Background: an optimization exercise with open tools, aiming at small area, a short achievable clock period and few clock cycles. Do not read the settings as production practice.
Where RTL was checked, it was by simulation tests only, not by an equivalence proof against the original.
No activity file was given, so power comes from the tool's default toggle rates.

build 34:
// mpd_engine
module mpd_engine (
    input  wire        clk,
    input  wire        rst,           
    input  wire        cmd_valid,
    output wire        cmd_ready,
    input  wire [31:0] cmd_data,
    output reg         gpio_valid,
    input  wire        gpio_ready,
    output wire [31:0] gpio_addr,
    output reg  [31:0] gpio_data,
    output reg         rsp_valid,
    output reg  [3:0]  rsp_err,
    output reg  [31:0] rsp_result,
    output wire [15:0] rsp_bus,
    output reg  [1:0]  rsp_rot,
    output wire [4:0]  rsp_devcnt
);
Size in the first run: roughly 2,400 cells after synthesis, roughly 480 flip-flops, roughly 160 I/O pins, roughly 23,000 µm² of cells after synthesis.
Settings: LEC_CHECK=0, CAP_MARGIN=20, CORE_MARGIN=2, CORE_UTILIZATION=50, CTS_BUF_LIST=sky130_fd_sc_hd__clkbuf_4 sky130_fd_sc_hd__clkbuf_8, CTS_CLUSTER_DIAMETER=50, CTS_CLUSTER_SIZE=16, SLEW_MARGIN=20; clock period 25.0 ns.
standard.sh (not shown) runs the stock make flow with config.mk's settings and CLKGATE_MAP_FILE= SYNTH_SCRIPT=/design/flow/synth_recipe.tcl, a recipe that flattens the netlist after the stock synthesis.
==> flow/flow/run.sh <==
#!/bin/bash
# Standard layout (the standard.sh), with two changes to how it is made:
# the port buffers are buf_2 cells instead of the default pick, and the
# timing repair steps aim for a large setup margin so that they size and
# buffer the paths that set the achieved period. The SDC is unchanged.
export BUFFER_PORTS_ARGS="-buffer_cell sky130_fd_sc_hd__buf_2"
export SETUP_SLACK_MARGIN=18.85
bash standard.sh > standard.log 2>&1
Looking at the reports, build 34 completed the entire flow and the layout it produced met the timing, design-rule and antenna checks.
diff inputs: build 34 => build 94
- a change of CTS_BUF_LIST from sky130_fd_sc_hd__clkbuf_4 sky130_fd_sc_hd__clkbuf_8 to sky130_fd_sc_hd__clkbuf_8
- a change of CTS_CLUSTER_SIZE from 16 to 18
- a change of CTS_CLUSTER_DIAMETER from 50 to 60
[summary]
[build 94 vs build 34] count of clock-buffer cells in the layout: lower in build 94. Re final critical-path setup slack: build 34 was higher than build 94. Clock power improves in build 94 relative to build 34. Build 34 -> build 94: multi-input logic cell count delta 0, exact match. Routed wire length, build 94 vs build 34: up slightly.
Modified inputs, build 91 compared to build 94
-- flow/flow/run.sh --
<<< build 94, line 5
# buffer the paths that set the achieved period. The SDC is unchanged.
export BUFFER_PORTS_ARGS="-buffer_cell sky130_fd_sc_hd__buf_2"
export SETUP_SLACK_MARGIN=18.85
bash standard.sh > standard.log 2>&1
>>> build 91, line 5
# buffer the paths that set the achieved period. The SDC is unchanged.
export BUFFER_PORTS_ARGS="-buffer_cell sky130_fd_sc_hd__buf_2"
export SETUP_SLACK_MARGIN=18.3
bash standard.sh > standard.log 2>&1
Notes after the runs:
Taking build 94 as the reference, in build 91 maximum single-stage delay on the critical path went up by 0.18 ns, total leakage power went down by 0.22 nW, routability-driven placement congestion ratio went down by 0.016, number of core rows was more or less identical, data arrival at the endpoint of the critical path went up by 0.26 ns.
Total power of build 91 is on par with build 94.
Relative to build 94, the wire length of the first global-routing pass of build 91 is lower by 2400 µm.
Build 91 vs build 94 — final routed wirelength across all metal layers dropped slightly
--- input diff build 91..build 49 ---
- CTS_CLUSTER_DIAMETER changed from 60 to 50
- CTS_CLUSTER_SIZE changed from 18 to 14
- CORE_UTILIZATION changed from 50 to 65
-- flow/flow/run.sh --
<<< build 91, line 5
# buffer the paths that set the achieved period. The SDC is unchanged.
export BUFFER_PORTS_ARGS="-buffer_cell sky130_fd_sc_hd__buf_2"
export SETUP_SLACK_MARGIN=18.3
bash standard.sh > standard.log 2>&1
>>> build 49, line 5
# buffer the paths that set the achieved period. The SDC is unchanged.
export BUFFER_PORTS_ARGS="-buffer_cell sky130_fd_sc_hd__buf_2"
export SETUP_SLACK_MARGIN=18.75
bash standard.sh > standard.log 2>&1
- Width of the chip (build 91 / build 49): 1.14
- When the final numbers for build 91 and build 49 were put side by side, the count of buffers added by post-CTS timing repair for setup turned out to be greater in build 49.
- Total power: build 49 below build 91
- Build 91 ended up with bus_fatal$_SDFFE_PP0P_ as its start point of the critical path; build 49 ended up with gpio_data[30]$_DFFE_PN_.
Inputs modified between build 49 and build 73:
- changing CTS_CLUSTER_SIZE from 14 to 18
- changing CTS_CLUSTER_DIAMETER from 50 to 60
- changing CORE_UTILIZATION from 65 to 50
-- flow/flow/run.sh --
<<< build 49, line 5
# buffer the paths that set the achieved period. The SDC is unchanged.
export BUFFER_PORTS_ARGS="-buffer_cell sky130_fd_sc_hd__buf_2"
export SETUP_SLACK_MARGIN=18.75
bash standard.sh > standard.log 2>&1
>>> build 73, line 5
# buffer the paths that set the achieved period. The SDC is unchanged.
export BUFFER_PORTS_ARGS="-buffer_cell sky130_fd_sc_hd__buf_2"
export SETUP_SLACK_MARGIN=18.65
bash standard.sh > standard.log 2>&1
Findings:
The flow did not stop early for build 73: all stages ran, and the layout cleared the timing, design-rule and antenna checks.
Build 49 went all the way through synthesis, placement and routing and the layout is clean on timing, DRC and antenna.
Build 49 consumes less power than build 73.
Total wirelength of the detailed-routed design in build 73 is about 3.2% above build 49.
| signed area change from the synthesized netlist to the final layout | higher: build 73 |
Diff build 49 -> build 73 | via count | down by a few percent
Relative contribution of the clock network to total power, build 49 and build 73: lower on build 49
| sequential share of layout area | build 73 vs build 49 | 0.54 points lower |
No functional check of the RTL was part of any run of this note.


mpd_engine, a different RTL version from the one above (not shown whole).
For scale: ~2400 cells after synthesis, ~23000 µm² of cells after synthesis.
clock: 25.0 ns
lec_check: 0
cap_margin: 20
core_margin: 2
core_utilization: 60
cts_buf_list: sky130_fd_sc_hd__clkbuf_8
cts_cluster_diameter: 50
cts_cluster_size: 18
slew_margin: 20
==> flow/flow/run.sh <==
#!/bin/bash
# Standard layout (the standard.sh), with these changes to how it is
# made: the port buffers are buf_1 cells instead of the default pick; the
# timing repair steps aim for a large setup margin so that they size and
# buffer the paths that set the achieved period; and the clock tree is built
# without dummy loads. The SDC is unchanged.
export BUFFER_PORTS_ARGS="-buffer_cell sky130_fd_sc_hd__buf_1"
export SETUP_SLACK_MARGIN=18.75
export CTS_ARGS="-sink_clustering_enable -repair_clock_nets -dont_use_dummy_load -buf_list sky130_fd_sc_hd__clkbuf_8 -sink_clustering_size 18 -sink_clustering_max_diameter 50"
bash standard.sh > standard.log 2>&1
Testbench counts at the start, summed over its fixed seeds: cycles 187,449.
Next try:
==> flow/flow/run.sh (replaced) <==
#!/bin/bash
# Standard layout (the standard.sh), with these changes to how it is
# made: the port buffers are buf_2 cells instead of the default pick; the
# timing repair steps aim for a large setup margin so that they size and
# buffer the paths that set the achieved period; and the clock tree is built
# without dummy loads. The SDC is unchanged.
export BUFFER_PORTS_ARGS="-buffer_cell sky130_fd_sc_hd__buf_2"
export SETUP_SLACK_MARGIN=18.7
export CTS_ARGS="-sink_clustering_enable -repair_clock_nets -dont_use_dummy_load -buf_list sky130_fd_sc_hd__clkbuf_8 -sink_clustering_size 14 -sink_clustering_max_diameter 50"
bash standard.sh > standard.log 2>&1
Settings changed: CTS_CLUSTER_SIZE 18 to 14.
Outcome: The new run went through all stages and came out clean; wire length barely changes; clock skew is higher by 0.013 ns; sequential share of layout area is lower by 0.53 points; total power is higher by about 1.4%; cell area is higher by 0.92%; non-clock buffer count is higher by 4; worst setup slack degrades by 0.051 ns; via count is higher by about 1.2%; cell count is higher by about 0.3%; clock-buffer cell count is higher by 5.
Next try:
==> flow/flow/run.sh (replaced) <==
#!/bin/bash
# Standard layout (the standard.sh), with two changes to how it is made:
# the port buffers are buf_2 cells instead of the default pick, and the
# timing repair steps aim for a large setup margin so that they size and
# buffer the paths that set the achieved period. The SDC is unchanged.
export BUFFER_PORTS_ARGS="-buffer_cell sky130_fd_sc_hd__buf_2"
export SETUP_SLACK_MARGIN=18.6
bash standard.sh > standard.log 2>&1
Settings changed: CORE_UTILIZATION 60 to 65.
=>
- hold slack improved by 0.017 ns
- area after synthesis stays the same
- setup slack degrades by 0.12 ns
- wire length increases by 3.1%
- register-to-register slack degrades by 0.05 ns
- die area came out lower by 7.5%
Next try:
==> flow/flow/run.sh (replaced) <==
#!/bin/bash
# Standard layout (the standard.sh), with these changes to how it is
# made: the port buffers are buf_1 cells instead of the default pick; the
# timing repair steps aim for a large setup margin so that they size and
# buffer the paths that set the achieved period; and the clock tree is built
# without dummy loads. The SDC is unchanged.
export BUFFER_PORTS_ARGS="-buffer_cell sky130_fd_sc_hd__buf_1"
export SETUP_SLACK_MARGIN=18.75
export CTS_ARGS="-sink_clustering_enable -repair_clock_nets -dont_use_dummy_load -buf_list sky130_fd_sc_hd__clkbuf_8 -sink_clustering_size 18 -sink_clustering_max_diameter 50"
bash standard.sh > standard.log 2>&1
Settings changed: CORE_UTILIZATION 65 to 55, CTS_CLUSTER_SIZE 14 to 18.
The changed run finished clean.
Non-clock buffer count went up by 10.
Combinational power barely changes.
Power goes down by 4.4%.
Synthesized area stays the same.
Clock-buffer cell count decreases by 4.
Next try:
--- a/flow/flow/run.sh
+++ b/flow/flow/run.sh
@@ -8 +8 @@
-export SETUP_SLACK_MARGIN=18.75
+export SETUP_SLACK_MARGIN=18.8
Settings changed: CORE_UTILIZATION 55 to 60.
- The new run passed the timing, design-rule and antenna checks
- via count increases by 1.6%
- cell area stays flat
- cell count decreases by about 1%
- area after synthesis stays the same
- total power decreases by 0.57%
- non-clock buffer count decreases by 7
- wire length increases by about 1%


== run A ==
Starting RTL as in the previous note.
## mpd_engine
module mpd_engine (
    input  wire        clk,
    input  wire        rst,           
    input  wire        cmd_valid,
    output wire        cmd_ready,
    input  wire [31:0] cmd_data,
    output reg         gpio_valid,
    input  wire        gpio_ready,
    output wire [31:0] gpio_addr,
    output reg  [31:0] gpio_data,
    output reg         rsp_valid,
    output reg  [3:0]  rsp_err,
    output reg  [31:0] rsp_result,
    output wire [15:0] rsp_bus,
    output reg  [1:0]  rsp_rot,
    output wire [4:0]  rsp_devcnt
);
clock: 25.0 ns
lec_check: 0
cap_margin: 20
core_margin: 2
core_utilization: 60
cts_buf_list: sky130_fd_sc_hd__clkbuf_8
cts_cluster_diameter: 50
cts_cluster_size: 14
slew_margin: 20
==> flow/flow/run.sh <==
#!/bin/bash
# Standard layout (the standard.sh), with these changes to how it is
# made: the port buffers are buf_1 cells instead of the default pick; the
# timing repair steps aim for a large setup margin so that they size and
# buffer the paths that set the achieved period; and the clock tree is built
# without dummy loads. The SDC is unchanged.
export BUFFER_PORTS_ARGS="-buffer_cell sky130_fd_sc_hd__buf_1"
export SETUP_SLACK_MARGIN=18.75
export CTS_ARGS="-sink_clustering_enable -repair_clock_nets -dont_use_dummy_load -buf_list sky130_fd_sc_hd__clkbuf_8 -sink_clustering_size 14 -sink_clustering_max_diameter 50"
bash standard.sh > standard.log 2>&1
Testbench counts of run A, summed over its fixed seeds: cycles 187,449.
Here is what was changed in the inputs of run B compared with run A.
- CTS_CLUSTER_SIZE changed from 14 to 18
==> flow/flow/run.sh <==
#!/bin/bash
# Standard layout (the standard.sh), with these changes to how it is
# made: the port buffers are buf_2 cells instead of the default pick; the
# timing repair steps aim for a large setup margin so that they size and
# buffer the paths that set the achieved period; and the clock tree is built
# without dummy loads. The SDC is unchanged.
export BUFFER_PORTS_ARGS="-buffer_cell sky130_fd_sc_hd__buf_2"
export SETUP_SLACK_MARGIN=18.75
export CTS_ARGS="-sink_clustering_enable -repair_clock_nets -dont_use_dummy_load -buf_list sky130_fd_sc_hd__clkbuf_8 -sink_clustering_size 18 -sink_clustering_max_diameter 50"
bash standard.sh > standard.log 2>&1
### Flow results
- Least setup slack across all paths after layout is lower on run A
- The run showing the greater clock buffer count is run A.
- Initial antenna violation count: run B vs run A down 1
- Cell-internal power shrinks slightly when moving from run A to run B.
- Run A reports its critical path's slowest cell as sky130_fd_sc_hd__dfxtp_2 while run B reports sky130_fd_sc_hd__dfxtp_1.
- Switching power is lower on run A
- Run B — power attributed to the clock group about 4% lower, run A as reference
- Lower filler cell count was reported by run B, not run A.
- Run B vs. run A: routability-driven placement congestion ratio grew by 0.0059; routed wire length higher.
Changes in run C relative to run B:
==> flow/flow/run.sh <==
#!/bin/bash
# Standard layout (the standard.sh), with these changes to how it is
# made: the port buffers are buf_2 cells instead of the default pick; the
# timing repair steps after placement aim for a large setup margin so that
# they size and buffer the paths that set the achieved period (the
# floorplan step, before placement, keeps the default margin); and the
# clock tree is built without dummy loads. The SDC is unchanged.
set -e
export BUFFER_PORTS_ARGS="-buffer_cell sky130_fd_sc_hd__buf_2"
export CTS_ARGS="-sink_clustering_enable -repair_clock_nets -dont_use_dummy_load -buf_list sky130_fd_sc_hd__clkbuf_8 -sink_clustering_size 18 -sink_clustering_max_diameter 50"
bash standard.sh floorplan > standard_floorplan.log 2>&1
export SETUP_SLACK_MARGIN=18.75
bash standard.sh > standard.log 2>&1
--- outcome ---
There was hardly any difference in final cell count without fillers between run C and run B. Looking at the reports, run C completed the entire flow and the layout it produced met the timing, design-rule and antenna checks. Clock network fraction of design power: run C higher than run B. Register share of the cell area: run B vs run C — no meaningful difference. In the metrics for run C and run B, the one carrying the lower highest ir drop seen on vdd is run B. Run C vs run B: fill cell instance count of the final layout up.
Setup changes, run C to run D
- a change of CTS_CLUSTER_SIZE from 18 to 14
==> flow/flow/run.sh <==
#!/bin/bash
# Standard layout (the standard.sh), with two changes to how it is made:
# the port buffers are buf_2 cells instead of the default pick, and the
# timing repair steps aim for a large setup margin so that they size and
# buffer the paths that set the achieved period. The SDC is unchanged.
export BUFFER_PORTS_ARGS="-buffer_cell sky130_fd_sc_hd__buf_2"
export SETUP_SLACK_MARGIN=18.75
bash standard.sh > standard.log 2>&1
Results
Run D was carried through to the last stage, and its layout satisfied the timing, design-rule and antenna checks. [compare] base=run C new=run D: via count went up, final worst-path cycle share flat, antenna violation net count after detailed routing flat. Relative to run C, the cell count measured on run D has increased slightly. Run D against run C: final critical-path required period rose by 27 ps; layout clock buffer count rose by 6; fmax fell by 0.70 MHz; data required time of the worst path stayed essentially flat; cell area power density rose by 3.1 nW/um^2. Utilization run C -> run D: up.
Here is what was changed in the inputs of run E compared with run D.
==> flow/flow/run.sh <==
#!/bin/bash
# Standard layout (the standard.sh), with these changes to how it is
# made: the port buffers are buf_2 cells instead of the default pick; the
# timing repair steps aim for a large setup margin so that they size and
# buffer the paths that set the achieved period; and the clock tree is built
# without dummy loads. The SDC is unchanged.
export BUFFER_PORTS_ARGS="-buffer_cell sky130_fd_sc_hd__buf_2"
export SETUP_SLACK_MARGIN=18.75
export CTS_ARGS="-sink_clustering_enable -repair_clock_nets -dont_use_dummy_load -buf_list sky130_fd_sc_hd__clkbuf_8 -sink_clustering_size 14 -sink_clustering_max_diameter 50"
bash standard.sh > standard.log 2>&1
Notes after the runs:
Run D has a higher total power than run E.
On sequential cell area, run E tracks run D almost exactly.
[compare] base=run D new=run E: worst hold slack went down by 28 ps, number of max-slew violations in the final report about even, wire length down 570 um.
No stage failed in run E, and the final checks on the layout all came back clean.

what the ideal ports hide:
No port has a modelled driver above. Below, the same layouts with a new extraction and two added sets of constraints. Step 1 (the two cells are an assumption about what drives the block):
set clk [get_ports {clk}]
set_driving_cell -lib_cell sky130_fd_sc_hd__clkbuf_16 $clk
set_driving_cell -lib_cell sky130_fd_sc_hd__buf_2 [delete_from_list [all_inputs] $clk]
Step 2 also shifts input and output timing later by t, the mid clock arrival at the registers, as if the neighbouring blocks saw the same clock. Slacks: ideal ports / drivers / drivers and shift; pairs: ideal ports / drivers.
run	t (ns)	setup WS [ns]	worst setup path at the end	clock arrival spread, ns	cell pins on the clock port's net
build 34	0.693	18.769 / 18.715 / 18.246	input to register	0.057 / 0.058	1
build 94	0.705	18.758 / 18.704 / 18.214	input to register	0.049 / 0.049	1
build 91	0.700	18.497 / 18.443 / 17.994	input to register	0.028 / 0.028	1
build 49	0.721	18.747 / 18.694 / 18.198	input to register	0.051 / 0.052	1
build 73	0.697	18.672 / 18.619 / 18.095	input to register	0.025 / 0.025	1
the first run of note 2	0.666	18.792 / 18.738 / 18.342	input to register	0.078 / 0.077	1
the second run of note 2	0.677	18.741 / 18.685 / 18.222	input to register	0.092 / 0.091	1
the third run of note 2	0.723	18.622 / 18.567 / 18.165	input to register	0.033 / 0.032	1
the fourth run of note 2	0.679	18.768 / 18.712 / 18.218	input to register	0.087 / 0.087	1
the fifth run of note 2	0.667	18.799 / 18.746 / 18.308	input to register	0.081 / 0.081	1
run A	0.659	18.748 / 18.695 / 18.340	input to register	0.097 / 0.096	1
run B	0.655	18.787 / 18.734 / 18.302	input to register	0.104 / 0.103	1
run C	0.660	18.773 / 18.721 / 18.304	input to register	0.097 / 0.097	1
run D	0.724	18.746 / 18.692 / 18.227	input to register	0.042 / 0.042	1
run E	0.666	18.773 / 18.719 / 18.271	input to register	0.130 / 0.131	1
After both steps setup and hold are still met in every run listed. For build 73, which loses most, drivers alone change the setup slack by -0.053 ns; drivers and shift together by -0.577 ns.
